This is an optimization exercise on Yosys and OpenROAD, whose aim is small area, a short achievable clock period and few clock cycles, not a production implementation.
Function was checked by simulation only, so behaviour that the tests miss may differ from the original.
No activity file was given, so power comes from the tool's default toggle rates.

--- design/flow/config.mk ---
export PLATFORM = sky130hd
export DESIGN_NAME = ofdm_bit_core
export DESIGN_NICKNAME = ofdm_bit_core
export VERILOG_FILES = /design/flow/design.v
export SDC_FILE = /design/flow/constraint.sdc
export NUM_CORES = 4
export LEC_CHECK = 0
export CAP_MARGIN = 20
export CORE_MARGIN = 2
export CORE_UTILIZATION = 40
export PLACE_DENSITY = 0.6
export SLEW_MARGIN = 20
export SYNTH_MEMORY_MAX_BITS = 16384
--- design/flow/constraint.sdc ---
create_clock -name core_clock -period 16.0 [get_ports {clk}]
set_input_delay 3.2000 -clock core_clock [delete_from_list [all_inputs] [get_ports {clk}]]
set_output_delay 3.2000 -clock core_clock [all_outputs]
set_load 0.01 [all_outputs]
--- design/flow/design.v ---
module obc_scr (
    input  wire       clk,
    input  wire       rst,
    input  wire       do_seed,    
    input  wire       do_step,    
    input  wire [7:0] imm,
    input  wire       gen,        
    output wire       bit_out
);
    reg  [6:0] lfsr;
    wire       fb = lfsr[6] ^ lfsr[3];
    assign bit_out = fb ^ (imm[0] & ~gen);
    always @(posedge clk) begin
        if (rst)
            lfsr <= 7'd0;
        else if (do_seed)
            lfsr <= imm[6:0];
        else if (do_step)
            lfsr <= {lfsr[5:0], fb};
    end
endmodule
module obc_enc (
    input  wire       clk,
    input  wire       rst,
    input  wire       do_clr,     
    input  wire       do_bit,     
    input  wire       b,
    output wire [1:0] code        
);
    reg [5:0] hist;               
    assign code[0] = b ^ hist[1] ^ hist[2] ^ hist[4] ^ hist[5];
    assign code[1] = b ^ hist[0] ^ hist[1] ^ hist[2] ^ hist[5];
    always @(posedge clk) begin
        if (rst || do_clr)
            hist <= 6'd0;
        else if (do_bit)
            hist <= {hist[4:0], b};
    end
endmodule
module obc_pun (
    input  wire       clk,
    input  wire       rst,
    input  wire       do_start,   
    input  wire       do_bit,     
    input  wire [1:0] rate_in,
    output reg        keep        
);
    reg [1:0] rate;
    reg [2:0] phase;
    reg [2:0] period;
    always @(*) begin
        case (rate)
            2'd1:    begin period = 3'd4; keep = (phase != 3'd3); end
            2'd2:    begin period = 3'd6; keep = (phase != 3'd3) && (phase != 3'd4); end
            default: begin period = 3'd1; keep = 1'b1; end
        endcase
    end
    always @(posedge clk) begin
        if (rst) begin
            rate  <= 2'd0;
            phase <= 3'd0;
        end else if (do_start) begin
            rate  <= rate_in;
            phase <= 3'd0;
        end else if (do_bit) begin
            if (phase + 3'd1 == period)
                phase <= 3'd0;
            else
                phase <= phase + 3'd1;
        end
    end
endmodule
module obc_ilv (
    input  wire         clk,
    input  wire         rst,
    input  wire         do_cfg,     
    input  wire         do_bit,     
    input  wire         do_end,     
    input  wire [1:0]   mod_in,
    input  wire         b,
    output wire [8:0]   fill_out,
    output wire         emit,       
    output wire [8:0]   ncbps_out,
    output reg  [287:0] sym         
);
    reg [1:0]   mod;
    reg [8:0]   fill;
    reg [287:0] buffer;
    reg [8:0]   ncbps;
    reg [8:0]   j;
    integer     n;
    assign fill_out  = fill;
    assign ncbps_out = ncbps;
    always @(*) begin
        case (mod)
            2'd0: ncbps = 9'd48;
            2'd1: ncbps = 9'd96;
            2'd2: ncbps = 9'd192;
            default: ncbps = 9'd288;
        endcase
    end
    assign emit = (fill + 9'd1 == ncbps);
    reg [8:0] i_bpsk, i_qpsk, i_16, i_64;
    reg [8:0] j_16, j_64;
    always @(*) begin
        i_bpsk = 9'd3  * fill[3:0] + fill[8:4];
        i_qpsk = 9'd6  * fill[3:0] + fill[8:4];
        i_16   = 9'd12 * fill[3:0] + fill[8:4];
        i_64   = 9'd18 * fill[3:0] + fill[8:4];
        j_16   = 9'd2 * (i_16 / 9'd2) + 9'(({1'b0, i_16} + 10'd192 - {1'b0, i_16 / 9'd12}) % 10'd2);
        j_64   = 9'd3 * (i_64 / 9'd3) + 9'(({1'b0, i_64} + 10'd288 - {1'b0, i_64 / 9'd18}) % 10'd3);
        case (mod)
            2'd0: j = i_bpsk;
            2'd1: j = i_qpsk;
            2'd2: j = j_16;
            default: j = j_64;
        endcase
    end
    always @(*) begin
        for (n = 0; n < 288; n = n + 1)
            sym[n] = (j == n) ? b : buffer[n];
    end
    always @(posedge clk) begin
        if (rst) begin
            mod    <= 2'd0;
            fill   <= 9'd0;
            buffer <= 288'd0;
        end else if (do_cfg) begin
            mod <= mod_in;
        end else if (do_end) begin
            fill <= 9'd0;
        end else if (do_bit) begin
            buffer <= sym;
            fill   <= emit ? 9'd0 : fill + 9'd1;
        end
    end
endmodule
module obc_map (
    input  wire       clk,
    input  wire       rst,
    input  wire       do_cfg,     
    input  wire       do_bit,     
    input  wire       do_end,     
    input  wire [1:0] mod_in,
    input  wire       b,
    output wire [2:0] fill_out,
    output wire       emit,       
    output reg  [3:0] lvl_i,      
    output reg  [3:0] lvl_q
);
    reg [1:0] mod;
    reg [2:0] fill;
    reg [5:0] acc;
    reg [2:0] nbpsc;
    reg [5:0] g;                  
    integer   n;
    assign fill_out = fill;
    always @(*) begin
        case (mod)
            2'd0: nbpsc = 3'd1;
            2'd1: nbpsc = 3'd2;
            2'd2: nbpsc = 3'd4;
            default: nbpsc = 3'd6;
        endcase
    end
    assign emit = (fill + 3'd1 == nbpsc);
    always @(*) begin
        for (n = 0; n < 6; n = n + 1)
            g[n] = (fill == n) ? b : acc[n];
    end
    function [3:0] l1(input x);
        l1 = x ? 4'sd1 : -4'sd1;
    endfunction
    function [3:0] l2(input x0, input x1);
        case ({x0, x1})
            2'b00: l2 = -4'sd3;
            2'b01: l2 = -4'sd1;
            2'b10: l2 = 4'sd3;
            default: l2 = 4'sd1;
        endcase
    endfunction
    function [3:0] l3(input x0, input x1, input x2);
        case ({x0, x1, x2})
            3'b000: l3 = -4'sd7;
            3'b001: l3 = -4'sd5;
            3'b010: l3 = -4'sd1;
            3'b011: l3 = -4'sd3;
            3'b100: l3 = 4'sd7;
            3'b101: l3 = 4'sd5;
            3'b110: l3 = 4'sd1;
            default: l3 = 4'sd3;
        endcase
    endfunction
    always @(*) begin
        case (mod)
            2'd0: begin lvl_i = l1(g[0]);             lvl_q = 4'd0; end
            2'd1: begin lvl_i = l1(g[0]);             lvl_q = l1(g[1]); end
            2'd2: begin lvl_i = l2(g[0], g[1]);       lvl_q = l2(g[2], g[3]); end
            default: begin lvl_i = l3(g[0], g[1], g[2]); lvl_q = l3(g[3], g[4], g[5]); end
        endcase
    end
    always @(posedge clk) begin
        if (rst) begin
            mod  <= 2'd0;
            fill <= 3'd0;
            acc  <= 6'd0;
        end else if (do_cfg) begin
            mod <= mod_in;
        end else if (do_end) begin
            fill <= 3'd0;
        end else if (do_bit) begin
            acc  <= g;
            fill <= emit ? 3'd0 : fill + 3'd1;
        end
    end
endmodule
module obc_crc (
    input  wire        clk,
    input  wire        rst,
    input  wire        do_init,    
    input  wire        do_byte,    
    input  wire [7:0]  data,
    output wire [31:0] crc_out     
);
    reg [31:0] crc;
    function [31:0] crc_table(input [7:0] idx);
        case (idx)
            8'h00: crc_table = 32'h00000000;
            8'h01: crc_table = 32'h77073096;
            8'h02: crc_table = 32'hEE0E612C;
            8'h03: crc_table = 32'h990951BA;
            8'h04: crc_table = 32'h076DC419;
            8'h05: crc_table = 32'h706AF48F;
            8'h06: crc_table = 32'hE963A535;
            8'h07: crc_table = 32'h9E6495A3;
            8'h08: crc_table = 32'h0EDB8832;
            8'h09: crc_table = 32'h79DCB8A4;
            8'h0A: crc_table = 32'hE0D5E91E;
            8'h0B: crc_table = 32'h97D2D988;
            8'h0C: crc_table = 32'h09B64C2B;
            8'h0D: crc_table = 32'h7EB17CBD;
            8'h0E: crc_table = 32'hE7B82D07;
            8'h0F: crc_table = 32'h90BF1D91;
            8'h10: crc_table = 32'h1DB71064;
            8'h11: crc_table = 32'h6AB020F2;
            8'h12: crc_table = 32'hF3B97148;
            8'h13: crc_table = 32'h84BE41DE;
            8'h14: crc_table = 32'h1ADAD47D;
            8'h15: crc_table = 32'h6DDDE4EB;
            8'h16: crc_table = 32'hF4D4B551;
            8'h17: crc_table = 32'h83D385C7;
            8'h18: crc_table = 32'h136C9856;
            8'h19: crc_table = 32'h646BA8C0;
            8'h1A: crc_table = 32'hFD62F97A;
            8'h1B: crc_table = 32'h8A65C9EC;
            8'h1C: crc_table = 32'h14015C4F;
            8'h1D: crc_table = 32'h63066CD9;
            8'h1E: crc_table = 32'hFA0F3D63;
            8'h1F: crc_table = 32'h8D080DF5;
            8'h20: crc_table = 32'h3B6E20C8;
            8'h21: crc_table = 32'h4C69105E;
            8'h22: crc_table = 32'hD56041E4;
            8'h23: crc_table = 32'hA2677172;
            8'h24: crc_table = 32'h3C03E4D1;
            8'h25: crc_table = 32'h4B04D447;
            8'h26: crc_table = 32'hD20D85FD;
            8'h27: crc_table = 32'hA50AB56B;
            8'h28: crc_table = 32'h35B5A8FA;
            8'h29: crc_table = 32'h42B2986C;
            8'h2A: crc_table = 32'hDBBBC9D6;
            8'h2B: crc_table = 32'hACBCF940;
            8'h2C: crc_table = 32'h32D86CE3;
            8'h2D: crc_table = 32'h45DF5C75;
            8'h2E: crc_table = 32'hDCD60DCF;
            8'h2F: crc_table = 32'hABD13D59;
            8'h30: crc_table = 32'h26D930AC;
            8'h31: crc_table = 32'h51DE003A;
            8'h32: crc_table = 32'hC8D75180;
            8'h33: crc_table = 32'hBFD06116;
            8'h34: crc_table = 32'h21B4F4B5;
            8'h35: crc_table = 32'h56B3C423;
            8'h36: crc_table = 32'hCFBA9599;
            8'h37: crc_table = 32'hB8BDA50F;
            8'h38: crc_table = 32'h2802B89E;
            8'h39: crc_table = 32'h5F058808;
            8'h3A: crc_table = 32'hC60CD9B2;
            8'h3B: crc_table = 32'hB10BE924;
            8'h3C: crc_table = 32'h2F6F7C87;
            8'h3D: crc_table = 32'h58684C11;
            8'h3E: crc_table = 32'hC1611DAB;
            8'h3F: crc_table = 32'hB6662D3D;
            8'h40: crc_table = 32'h76DC4190;
            8'h41: crc_table = 32'h01DB7106;
            8'h42: crc_table = 32'h98D220BC;
            8'h43: crc_table = 32'hEFD5102A;
            8'h44: crc_table = 32'h71B18589;
            8'h45: crc_table = 32'h06B6B51F;
            8'h46: crc_table = 32'h9FBFE4A5;
            8'h47: crc_table = 32'hE8B8D433;
            8'h48: crc_table = 32'h7807C9A2;
            8'h49: crc_table = 32'h0F00F934;
            8'h4A: crc_table = 32'h9609A88E;
            8'h4B: crc_table = 32'hE10E9818;
            8'h4C: crc_table = 32'h7F6A0DBB;
            8'h4D: crc_table = 32'h086D3D2D;
            8'h4E: crc_table = 32'h91646C97;
            8'h4F: crc_table = 32'hE6635C01;
            8'h50: crc_table = 32'h6B6B51F4;
            8'h51: crc_table = 32'h1C6C6162;
            8'h52: crc_table = 32'h856530D8;
            8'h53: crc_table = 32'hF262004E;
            8'h54: crc_table = 32'h6C0695ED;
            8'h55: crc_table = 32'h1B01A57B;
            8'h56: crc_table = 32'h8208F4C1;
            8'h57: crc_table = 32'hF50FC457;
            8'h58: crc_table = 32'h65B0D9C6;
            8'h59: crc_table = 32'h12B7E950;
            8'h5A: crc_table = 32'h8BBEB8EA;
            8'h5B: crc_table = 32'hFCB9887C;
            8'h5C: crc_table = 32'h62DD1DDF;
            8'h5D: crc_table = 32'h15DA2D49;
            8'h5E: crc_table = 32'h8CD37CF3;
            8'h5F: crc_table = 32'hFBD44C65;
            8'h60: crc_table = 32'h4DB26158;
            8'h61: crc_table = 32'h3AB551CE;
            8'h62: crc_table = 32'hA3BC0074;
            8'h63: crc_table = 32'hD4BB30E2;
            8'h64: crc_table = 32'h4ADFA541;
            8'h65: crc_table = 32'h3DD895D7;
            8'h66: crc_table = 32'hA4D1C46D;
            8'h67: crc_table = 32'hD3D6F4FB;
            8'h68: crc_table = 32'h4369E96A;
            8'h69: crc_table = 32'h346ED9FC;
            8'h6A: crc_table = 32'hAD678846;
            8'h6B: crc_table = 32'hDA60B8D0;
            8'h6C: crc_table = 32'h44042D73;
            8'h6D: crc_table = 32'h33031DE5;
            8'h6E: crc_table = 32'hAA0A4C5F;
            8'h6F: crc_table = 32'hDD0D7CC9;
            8'h70: crc_table = 32'h5005713C;
            8'h71: crc_table = 32'h270241AA;
            8'h72: crc_table = 32'hBE0B1010;
            8'h73: crc_table = 32'hC90C2086;
            8'h74: crc_table = 32'h5768B525;
            8'h75: crc_table = 32'h206F85B3;
            8'h76: crc_table = 32'hB966D409;
            8'h77: crc_table = 32'hCE61E49F;
            8'h78: crc_table = 32'h5EDEF90E;
            8'h79: crc_table = 32'h29D9C998;
            8'h7A: crc_table = 32'hB0D09822;
            8'h7B: crc_table = 32'hC7D7A8B4;
            8'h7C: crc_table = 32'h59B33D17;
            8'h7D: crc_table = 32'h2EB40D81;
            8'h7E: crc_table = 32'hB7BD5C3B;
            8'h7F: crc_table = 32'hC0BA6CAD;
            8'h80: crc_table = 32'hEDB88320;
            8'h81: crc_table = 32'h9ABFB3B6;
            8'h82: crc_table = 32'h03B6E20C;
            8'h83: crc_table = 32'h74B1D29A;
            8'h84: crc_table = 32'hEAD54739;
            8'h85: crc_table = 32'h9DD277AF;
            8'h86: crc_table = 32'h04DB2615;
            8'h87: crc_table = 32'h73DC1683;
            8'h88: crc_table = 32'hE3630B12;
            8'h89: crc_table = 32'h94643B84;
            8'h8A: crc_table = 32'h0D6D6A3E;
            8'h8B: crc_table = 32'h7A6A5AA8;
            8'h8C: crc_table = 32'hE40ECF0B;
            8'h8D: crc_table = 32'h9309FF9D;
            8'h8E: crc_table = 32'h0A00AE27;
            8'h8F: crc_table = 32'h7D079EB1;
            8'h90: crc_table = 32'hF00F9344;
            8'h91: crc_table = 32'h8708A3D2;
            8'h92: crc_table = 32'h1E01F268;
            8'h93: crc_table = 32'h6906C2FE;
            8'h94: crc_table = 32'hF762575D;
            8'h95: crc_table = 32'h806567CB;
            8'h96: crc_table = 32'h196C3671;
            8'h97: crc_table = 32'h6E6B06E7;
            8'h98: crc_table = 32'hFED41B76;
            8'h99: crc_table = 32'h89D32BE0;
            8'h9A: crc_table = 32'h10DA7A5A;
            8'h9B: crc_table = 32'h67DD4ACC;
            8'h9C: crc_table = 32'hF9B9DF6F;
            8'h9D: crc_table = 32'h8EBEEFF9;
            8'h9E: crc_table = 32'h17B7BE43;
            8'h9F: crc_table = 32'h60B08ED5;
            8'hA0: crc_table = 32'hD6D6A3E8;
            8'hA1: crc_table = 32'hA1D1937E;
            8'hA2: crc_table = 32'h38D8C2C4;
            8'hA3: crc_table = 32'h4FDFF252;
            8'hA4: crc_table = 32'hD1BB67F1;
            8'hA5: crc_table = 32'hA6BC5767;
            8'hA6: crc_table = 32'h3FB506DD;
            8'hA7: crc_table = 32'h48B2364B;
            8'hA8: crc_table = 32'hD80D2BDA;
            8'hA9: crc_table = 32'hAF0A1B4C;
            8'hAA: crc_table = 32'h36034AF6;
            8'hAB: crc_table = 32'h41047A60;
            8'hAC: crc_table = 32'hDF60EFC3;
            8'hAD: crc_table = 32'hA867DF55;
            8'hAE: crc_table = 32'h316E8EEF;
            8'hAF: crc_table = 32'h4669BE79;
            8'hB0: crc_table = 32'hCB61B38C;
            8'hB1: crc_table = 32'hBC66831A;
            8'hB2: crc_table = 32'h256FD2A0;
            8'hB3: crc_table = 32'h5268E236;
            8'hB4: crc_table = 32'hCC0C7795;
            8'hB5: crc_table = 32'hBB0B4703;
            8'hB6: crc_table = 32'h220216B9;
            8'hB7: crc_table = 32'h5505262F;
            8'hB8: crc_table = 32'hC5BA3BBE;
            8'hB9: crc_table = 32'hB2BD0B28;
            8'hBA: crc_table = 32'h2BB45A92;
            8'hBB: crc_table = 32'h5CB36A04;
            8'hBC: crc_table = 32'hC2D7FFA7;
            8'hBD: crc_table = 32'hB5D0CF31;
            8'hBE: crc_table = 32'h2CD99E8B;
            8'hBF: crc_table = 32'h5BDEAE1D;
            8'hC0: crc_table = 32'h9B64C2B0;
            8'hC1: crc_table = 32'hEC63F226;
            8'hC2: crc_table = 32'h756AA39C;
            8'hC3: crc_table = 32'h026D930A;
            8'hC4: crc_table = 32'h9C0906A9;
            8'hC5: crc_table = 32'hEB0E363F;
            8'hC6: crc_table = 32'h72076785;
            8'hC7: crc_table = 32'h05005713;
            8'hC8: crc_table = 32'h95BF4A82;
            8'hC9: crc_table = 32'hE2B87A14;
            8'hCA: crc_table = 32'h7BB12BAE;
            8'hCB: crc_table = 32'h0CB61B38;
            8'hCC: crc_table = 32'h92D28E9B;
            8'hCD: crc_table = 32'hE5D5BE0D;
            8'hCE: crc_table = 32'h7CDCEFB7;
            8'hCF: crc_table = 32'h0BDBDF21;
            8'hD0: crc_table = 32'h86D3D2D4;
            8'hD1: crc_table = 32'hF1D4E242;
            8'hD2: crc_table = 32'h68DDB3F8;
            8'hD3: crc_table = 32'h1FDA836E;
            8'hD4: crc_table = 32'h81BE16CD;
            8'hD5: crc_table = 32'hF6B9265B;
            8'hD6: crc_table = 32'h6FB077E1;
            8'hD7: crc_table = 32'h18B74777;
            8'hD8: crc_table = 32'h88085AE6;
            8'hD9: crc_table = 32'hFF0F6A70;
            8'hDA: crc_table = 32'h66063BCA;
            8'hDB: crc_table = 32'h11010B5C;
            8'hDC: crc_table = 32'h8F659EFF;
            8'hDD: crc_table = 32'hF862AE69;
            8'hDE: crc_table = 32'h616BFFD3;
            8'hDF: crc_table = 32'h166CCF45;
            8'hE0: crc_table = 32'hA00AE278;
            8'hE1: crc_table = 32'hD70DD2EE;
            8'hE2: crc_table = 32'h4E048354;
            8'hE3: crc_table = 32'h3903B3C2;
            8'hE4: crc_table = 32'hA7672661;
            8'hE5: crc_table = 32'hD06016F7;
            8'hE6: crc_table = 32'h4969474D;
            8'hE7: crc_table = 32'h3E6E77DB;
            8'hE8: crc_table = 32'hAED16A4A;
            8'hE9: crc_table = 32'hD9D65ADC;
            8'hEA: crc_table = 32'h40DF0B66;
            8'hEB: crc_table = 32'h37D83BF0;
            8'hEC: crc_table = 32'hA9BCAE53;
            8'hED: crc_table = 32'hDEBB9EC5;
            8'hEE: crc_table = 32'h47B2CF7F;
            8'hEF: crc_table = 32'h30B5FFE9;
            8'hF0: crc_table = 32'hBDBDF21C;
            8'hF1: crc_table = 32'hCABAC28A;
            8'hF2: crc_table = 32'h53B39330;
            8'hF3: crc_table = 32'h24B4A3A6;
            8'hF4: crc_table = 32'hBAD03605;
            8'hF5: crc_table = 32'hCDD70693;
            8'hF6: crc_table = 32'h54DE5729;
            8'hF7: crc_table = 32'h23D967BF;
            8'hF8: crc_table = 32'hB3667A2E;
            8'hF9: crc_table = 32'hC4614AB8;
            8'hFA: crc_table = 32'h5D681B02;
            8'hFB: crc_table = 32'h2A6F2B94;
            8'hFC: crc_table = 32'hB40BBE37;
            8'hFD: crc_table = 32'hC30C8EA1;
            8'hFE: crc_table = 32'h5A05DF1B;
            8'hFF: crc_table = 32'h2D02EF8D;
            default: crc_table = 32'h00000000;
        endcase
    endfunction
    assign crc_out = ~crc;
    always @(posedge clk) begin
        if (rst || do_init)
            crc <= 32'hFFFFFFFF;
        else if (do_byte)
            crc <= crc_table(crc[7:0] ^ data) ^ {8'h00, crc[31:8]};
    end
endmodule
module ofdm_bit_core (
    input  wire         clk,
    input  wire         rst,           
    input  wire         req_valid,
    output wire         req_ready,
    input  wire [15:0]  req_cmd,
    output reg          rsp_valid,
    output reg  [2:0]   rsp_status,
    output reg  [8:0]   rsp_len,       
    output reg  [287:0] rsp_dout
);
    localparam [2:0] ST_OK        = 3'd0;
    localparam [2:0] ST_BADRATE   = 3'd1;
    localparam [2:0] ST_MALFORMED = 3'd3;
    localparam [2:0] ST_ILLEGAL   = 3'd4;
    wire [3:0] unit = req_cmd[15:12];
    wire [3:0] op   = req_cmd[11:8];
    wire [7:0] imm  = req_cmd[7:0];
    assign req_ready = 1'b1;
    wire fire = req_valid & req_ready;
    wire scr_seed = (unit == 4'd1) && (op == 4'd0) && (imm[7] == 1'b0);
    wire scr_bit  = (unit == 4'd1) && (op == 4'd1) && (imm[7:1] == 7'd0);
    wire scr_gen  = (unit == 4'd1) && (op == 4'd2) && (imm == 8'd0);
    wire enc_clr  = (unit == 4'd2) && (op == 4'd0) && (imm == 8'd0);
    wire enc_bit  = (unit == 4'd2) && (op == 4'd1) && (imm[7:1] == 7'd0);
    wire pun_strt = (unit == 4'd3) && (op == 4'd0) && (imm[7:2] == 6'd0);
    wire pun_bit  = (unit == 4'd3) && (op == 4'd1) && (imm[7:1] == 7'd0);
    wire ilv_cfg  = (unit == 4'd4) && (op == 4'd0) && (imm[7:2] == 6'd0);
    wire ilv_bit  = (unit == 4'd4) && (op == 4'd1) && (imm[7:1] == 7'd0);
    wire ilv_end  = (unit == 4'd4) && (op == 4'd2) && (imm == 8'd0);
    wire map_cfg  = (unit == 4'd5) && (op == 4'd0) && (imm[7:2] == 6'd0);
    wire map_bit  = (unit == 4'd5) && (op == 4'd1) && (imm[7:1] == 7'd0);
    wire map_end  = (unit == 4'd5) && (op == 4'd2) && (imm == 8'd0);
    wire crc_init = (unit == 4'd9) && (op == 4'd0) && (imm == 8'd0);
    wire crc_byte = (unit == 4'd9) && (op == 4'd1);
    wire crc_fin  = (unit == 4'd9) && (op == 4'd2) && (imm == 8'd0);
    wire legal = scr_seed | scr_bit | scr_gen | enc_clr | enc_bit | pun_strt | pun_bit |
                 ilv_cfg | ilv_bit | ilv_end | map_cfg | map_bit | map_end |
                 crc_init | crc_byte | crc_fin;
    wire        pun_rate_ok = (imm[1:0] != 2'd3);
    wire [8:0]  ilv_fill;
    wire [2:0]  map_fill;
    wire        ilv_idle = (ilv_fill == 9'd0);
    wire        map_idle = (map_fill == 3'd0);
    wire        scr_out;
    wire [1:0]  enc_out;
    wire        pun_keep;
    wire        ilv_emit;
    wire [8:0]  ilv_n;
    wire [287:0] ilv_sym;
    wire        map_emit;
    wire [3:0]  map_i, map_q;
    wire [31:0] crc_val;
    obc_scr u_scr (
        .clk(clk), .rst(rst),
        .do_seed(fire & scr_seed), .do_step(fire & (scr_bit | scr_gen)),
        .imm(imm), .gen(scr_gen), .bit_out(scr_out)
    );
    obc_enc u_enc (
        .clk(clk), .rst(rst),
        .do_clr(fire & enc_clr), .do_bit(fire & enc_bit),
        .b(imm[0]), .code(enc_out)
    );
    obc_pun u_pun (
        .clk(clk), .rst(rst),
        .do_start(fire & pun_strt & pun_rate_ok), .do_bit(fire & pun_bit),
        .rate_in(imm[1:0]), .keep(pun_keep)
    );
    obc_ilv u_ilv (
        .clk(clk), .rst(rst),
        .do_cfg(fire & ilv_cfg & ilv_idle), .do_bit(fire & ilv_bit), .do_end(fire & ilv_end),
        .mod_in(imm[1:0]), .b(imm[0]),
        .fill_out(ilv_fill), .emit(ilv_emit), .ncbps_out(ilv_n), .sym(ilv_sym)
    );
    obc_map u_map (
        .clk(clk), .rst(rst),
        .do_cfg(fire & map_cfg & map_idle), .do_bit(fire & map_bit), .do_end(fire & map_end),
        .mod_in(imm[1:0]), .b(imm[0]),
        .fill_out(map_fill), .emit(map_emit), .lvl_i(map_i), .lvl_q(map_q)
    );
    obc_crc u_crc (
        .clk(clk), .rst(rst),
        .do_init(fire & crc_init), .do_byte(fire & crc_byte),
        .data(imm), .crc_out(crc_val)
    );
    reg [2:0]   nxt_status;
    reg [8:0]   nxt_len;
    reg [287:0] nxt_dout;
    always @(*) begin
        nxt_status = ST_OK;
        nxt_len    = 9'd0;
        nxt_dout   = 288'd0;
        if (!legal) begin
            nxt_status = ST_ILLEGAL;
        end else if (scr_bit || scr_gen) begin
            nxt_len      = 9'd1;
            nxt_dout[0]  = scr_out;
        end else if (enc_bit) begin
            nxt_len       = 9'd2;
            nxt_dout[1:0] = enc_out;
        end else if (pun_strt) begin
            if (!pun_rate_ok)
                nxt_status = ST_BADRATE;
        end else if (pun_bit) begin
            if (pun_keep) begin
                nxt_len     = 9'd1;
                nxt_dout[0] = imm[0];
            end
        end else if (ilv_cfg || ilv_end) begin
            if (!ilv_idle)
                nxt_status = ST_MALFORMED;
        end else if (ilv_bit) begin
            if (ilv_emit) begin
                nxt_len  = ilv_n;
                nxt_dout = ilv_sym;
            end
        end else if (map_cfg || map_end) begin
            if (!map_idle)
                nxt_status = ST_MALFORMED;
        end else if (map_bit) begin
            if (map_emit) begin
                nxt_len       = 9'd8;
                nxt_dout[7:0] = {map_q, map_i};
            end
        end else if (crc_fin) begin
            nxt_len        = 9'd32;
            nxt_dout[31:0] = crc_val;
        end
    end
    always @(posedge clk) begin
        if (rst) begin
            rsp_valid  <= 1'b0;
            rsp_status <= ST_OK;
            rsp_len    <= 9'd0;
            rsp_dout   <= 288'd0;
        end else begin
            rsp_valid <= fire;
            if (fire) begin
                rsp_status <= nxt_status;
                rsp_len    <= nxt_len;
                rsp_dout   <= nxt_dout;
            end
        end
    end
endmodule
--- design/flow/run.sh ---
#!/bin/bash
# synth_recipe.tcl (not shown) runs the flow's synth.tcl, then flattens the netlist and writes it again
# the make line also repeats each setting of config.mk as NAME=value (left out here)
make -C /OpenROAD-flow-scripts/flow DESIGN_CONFIG=/design/flow/config.mk WORK_HOME=/design/flow/orfs CLKGATE_MAP_FILE= SYNTH_SCRIPT=/design/flow/synth_recipe.tcl finish
==> impl_metrics.tcl <==
set metrics [dict create \
    arrival_ns 15.46 \
    fin_setup_tns_ns 0 \
    avgViaCountPerCell 6.06 \
    internal_power_uw 2720 \
    synth-edff-count 0 \
    grt_max_degree 218 \
    syn2layout_area_growth_pct 19.9 \
    worstSetupStartpoint "u_ilv.fill[0]$_SDFFE_PP0P_" \
    place.detailed.hpwl_mm 83.2 \
    cp.depth 60 \
    clockBufferDepth 3 \
    timing.final.crit_share_pct 93.3 \
    endpoint "u_ilv.buffer[123]$_SDFFE_PP0P_" \
    swShare_pct 23.1 \
    p_seq_share_pct 46.5 \
    r2r.worst_path.cells 60 \
    io-pin-count 321 \
    cp-end-kind "flop" \
    vias 35060 \
    antenna_found_initial 1 \
    leakagePower_uw 0.0147 \
    ctsHoldBuffers 0 \
    netSwitchingPower_uw 815 \
    synth_ff_type "dfxtp_1" \
    cap_viol_max_count 0 \
    num_rows 107 \
    syn-num-nets 4580 \
    grt_pass1_vias 32262 \
    port_buffers 318 \
    numCtsBuffers 75 \
    h-tree-depth 3 \
    die-area_um2 89000 \
    worst_path_most_repeated_cell "ha_1" \
    rsz0062_at_grt "no" \
    crit_slowest_cell "nand3_4" \
    ys_seq_elements 660 \
    cp-start-kind "flop" \
    max_freq_mhz 67.0 \
    cts_tree "yes" \
    routabilityCongestion 0.881 \
    rr_startpoint "u_ilv.fill[0]$_SDFFE_PP0P_" \
    drtIter0Drc 3821 \
    mostFrequentLayoutCells "nand3_1 (781), dfxtp_1 (660), nand2_1 (467), a21oi_1 (346), o21ai_0 (346)" \
    avgSynthCellArea_um2 7.76 \
    max_stage_delay_ns 0.58 \
    path_class "reg -> reg" \
    cts.sinks 660 \
    nets 4695 \
    overflow 0 \
    core_um2 85500 \
    diodes 0 \
    synth_cell_types 100 \
    dpl_worst_slack_ns 1.23 \
    min_path_type "reg -> reg" \
    clk_latency_ns 0.64 \
    final_max_slew_viol_count 0 \
    layout_commonest_cell "nand3_1" \
    required_ns 16.54 \
    wl_per_cell_um 22.9 \
    drtPass1Iterations 6 \
    tightest_slew_ns 1.22 \
    p_clk_share_pct 50.7 \
    async_reset_ff_share_pct 0 \
    max-vdd-ir-drop_mv 0.0782 \
    track_usage_pct 28.4 \
    root_buffer "clkbuf_16" \
    grt_pass1_wl_mm 201 \
    ant_nets 0 \
    die_y_um 298 \
    status "complete, no violations" \
    finalCriticalPeriod_ns 14.92 \
    ys_seq_area_share_pct 38.1 \
    cp_max_fo 47 \
    synth_warnings 7 \
    setup_viol_count_final 0 \
    worstReg2RegEnd "u_ilv.buffer[123]$_SDFFE_PP0P_" \
    p_per_area_nw_per_um2 85.0 \
    synth_cells 4469 \
    start_util_pct 40.5 \
    synth.cell_area_um2 34700 \
    power_uw 3530 \
    drc 0 \
    relSlewSlack_pct 18.9 \
    routed_wl_mm 132 \
    setup_ws_ns 1.08 \
    finClkSkew_ns 0.0235 \
    crit_buf_inv 7 \
    fp.dieW_um 298 \
    cts.reportedPaths.clkPinSlew_ns 0.06 \
    hold_viol 0 \
    drive_gt1_share_pct 7.82 \
    reg2reg_slack_ns 1.08 \
    comb_power_share_pct 2.8 \
    crit_family "compound AO/OA/AOI/OAI gates" \
]
## power groups by stage
stage	clock [µW]	combinational [µW]	sequential (µW)
after floorplan	0	68.9	1680
after global placement	0	97.2	1680
after detailed placement	0	97.1	1680
after CTS	1810	97.4	1640
after global routing	1870	105	1640
final	1790	98.2	1640
## registers in the layout, indices dropped and copies added, names as in the netlist, 3 cells and up
signal        flops
u_map.acc         6
rsp_dout        288
u_scr.lfsr        7
rsp_status        3
u_ilv.buffer    288
u_crc.crc        32
u_pun.phase       3
rsp_len           8
u_enc.hist        6
u_ilv.fill        9
u_map.fill        3
## worst min path at each step
stage                            startpoint                           end  cells past startpoint
6_report         rsp_dout[285]$_SDFFE_PP0P_    rsp_dout[285]$_SDFFE_PP0P_                      2
5_1_grt          rsp_dout[203]$_SDFFE_PP0P_    rsp_dout[203]$_SDFFE_PP0P_                      2
4_1_cts           rsp_dout[64]$_SDFFE_PP0P_     rsp_dout[64]$_SDFFE_PP0P_                      2
3_5_place_dp      rsp_dout[67]$_SDFFE_PP0P_     rsp_dout[67]$_SDFFE_PP0P_                      2
3_3_place_gp      rsp_dout[67]$_SDFFE_PP0P_     rsp_dout[67]$_SDFFE_PP0P_                      2
2_1_floorplan  u_ilv.buffer[2]$_SDFFE_PP0P_  u_ilv.buffer[2]$_SDFFE_PP0P_                      2
## cells in the mapped netlist, drive strengths merged (6+ instances only)
master | count | area, µm²
and3 | 12 | 75.1
a21oi | 346 | 1730
and2 | 20 | 128
o2111ai | 9 | 78.8
a31oi | 39 | 244
fa | 14 | 280
a221oi | 17 | 155
o31a | 10 | 87.6
a22oi | 13 | 97.6
nand4 | 17 | 106
buf | 63 | 327
a21o | 17 | 128
o221ai | 8 | 87.6
nor3 | 85 | 505
nand2 | 469 | 1770
o22ai | 7 | 50.1
xor2 | 37 | 339
clkinv | 10 | 42.5
dfxtp | 660 | 13200
or4 | 8 | 67.6
a311oi | 15 | 138
nor4 | 22 | 159
nand3 | 786 | 3930
ha | 78 | 976
a41oi | 11 | 104
or2 | 9 | 56.3
a32oi | 8 | 70.1
or3 | 22 | 138
a211oi | 38 | 290
nor2b | 16 | 100
nand2b | 10 | 62.6
o21bai | 6 | 56.3
nor2 | 224 | 841
mux2i | 94 | 953
o21a | 24 | 180
o21ai | 353 | 1770
a221o | 8 | 80.1
o211ai | 273 | 2050
inv | 79 | 297
clkbuf | 359 | 1350
xnor2 | 102 | 901
## worst reg2reg max path: cells and delay by family, from the launching register on
kind	cells	cell delay (ns)
XOR/XNOR	3	0.48
buffers and inverters	7	1.17
multiplexers	1	0.30
adder cells (fa/ha/maj)	13	4.05
flip-flops	1	0.53
AND/OR/NAND/NOR	14	3.37
AO/OA/AOI/OAI	22	4.92
## metrics by stage
| stage | utilization (%) | cell area [µm²] | hold WS, ns | cells |
|---|---|---|---|---|
| floorplan | - | 34700 | 0.449 | 4469 |
| global placement | 45.6 | 39000 | 0.434 | 5651 |
| finish | 48.6 | 41600 | 0.449 | 5785 |
| global route | 48.6 | 41600 | 0.475 | 5785 |
| CTS | 48.6 | 41600 | 0.452 | 5785 |
| detailed placement | 45.6 | 39000 | 0.439 | 5651 |
## layout make-up
type,count,area [µm²]
well taps,1144,1430
repair buffers,460,4360
flip-flops and latches,660,13200
fillers,8247,44000
clock inverters,26,328
multi-input cells,3298,19700
clock buffers,108,2250
inverters,89,339
## layer usage
layer	track usage [%]	part of all wire [%]	up-vias	wire [µm]
met5	0	0	-	0
met4	12.5	4.5	0	5960
met3	5.16	8.3	283	11000
met2	43.8	44	1528	58700
met1	38.8	43	16916	56600
li1	-	-	16333	-
## cell families after synthesis
kind of cell	after synthesis	share of synthesized area [%]
muxes	96	2.82
and+or+nand+nor	1716	23.3
other	2	0.0217
AOI/OAI and AO/OA	1250	22.7
DFF	660	38.1
buffers and inverters	511	5.81
xor gates and xnor gates	139	3.58
adders and majority gates	95	3.71
## what timing repair did
item                                    CTS  global route
resized for setup                         0             3
setup buffers                             0             0
endpoints found under the setup margin    0            63
Testbench counts, summed over its fixed seeds: cycles 35,827.

separate check: timing with driven ports:
No port has a modelled driver above. Below, the same layout with a new extraction and two added sets of constraints.
Step 1: set_driving_cell puts a clkbuf_16 on clk and a buf_2 on each other input, an assumption about the parent block.
Step 2 also shifts input and output timing later by t, the mid clock arrival at the registers, as if the neighbouring blocks saw the same clock.
a / b / c = ideal ports / drivers / drivers and shift; a / b = the first two.
t (ns): 0.696
setup slack, ns: 1.076 / 1.076 / 1.076
hold slack, ns: 0.449 / 0.449 / 0.449
After both steps setup and hold are still met in this run. For this run, drivers alone change the setup slack by 0.000 ns; drivers and shift together by 0.000 ns.
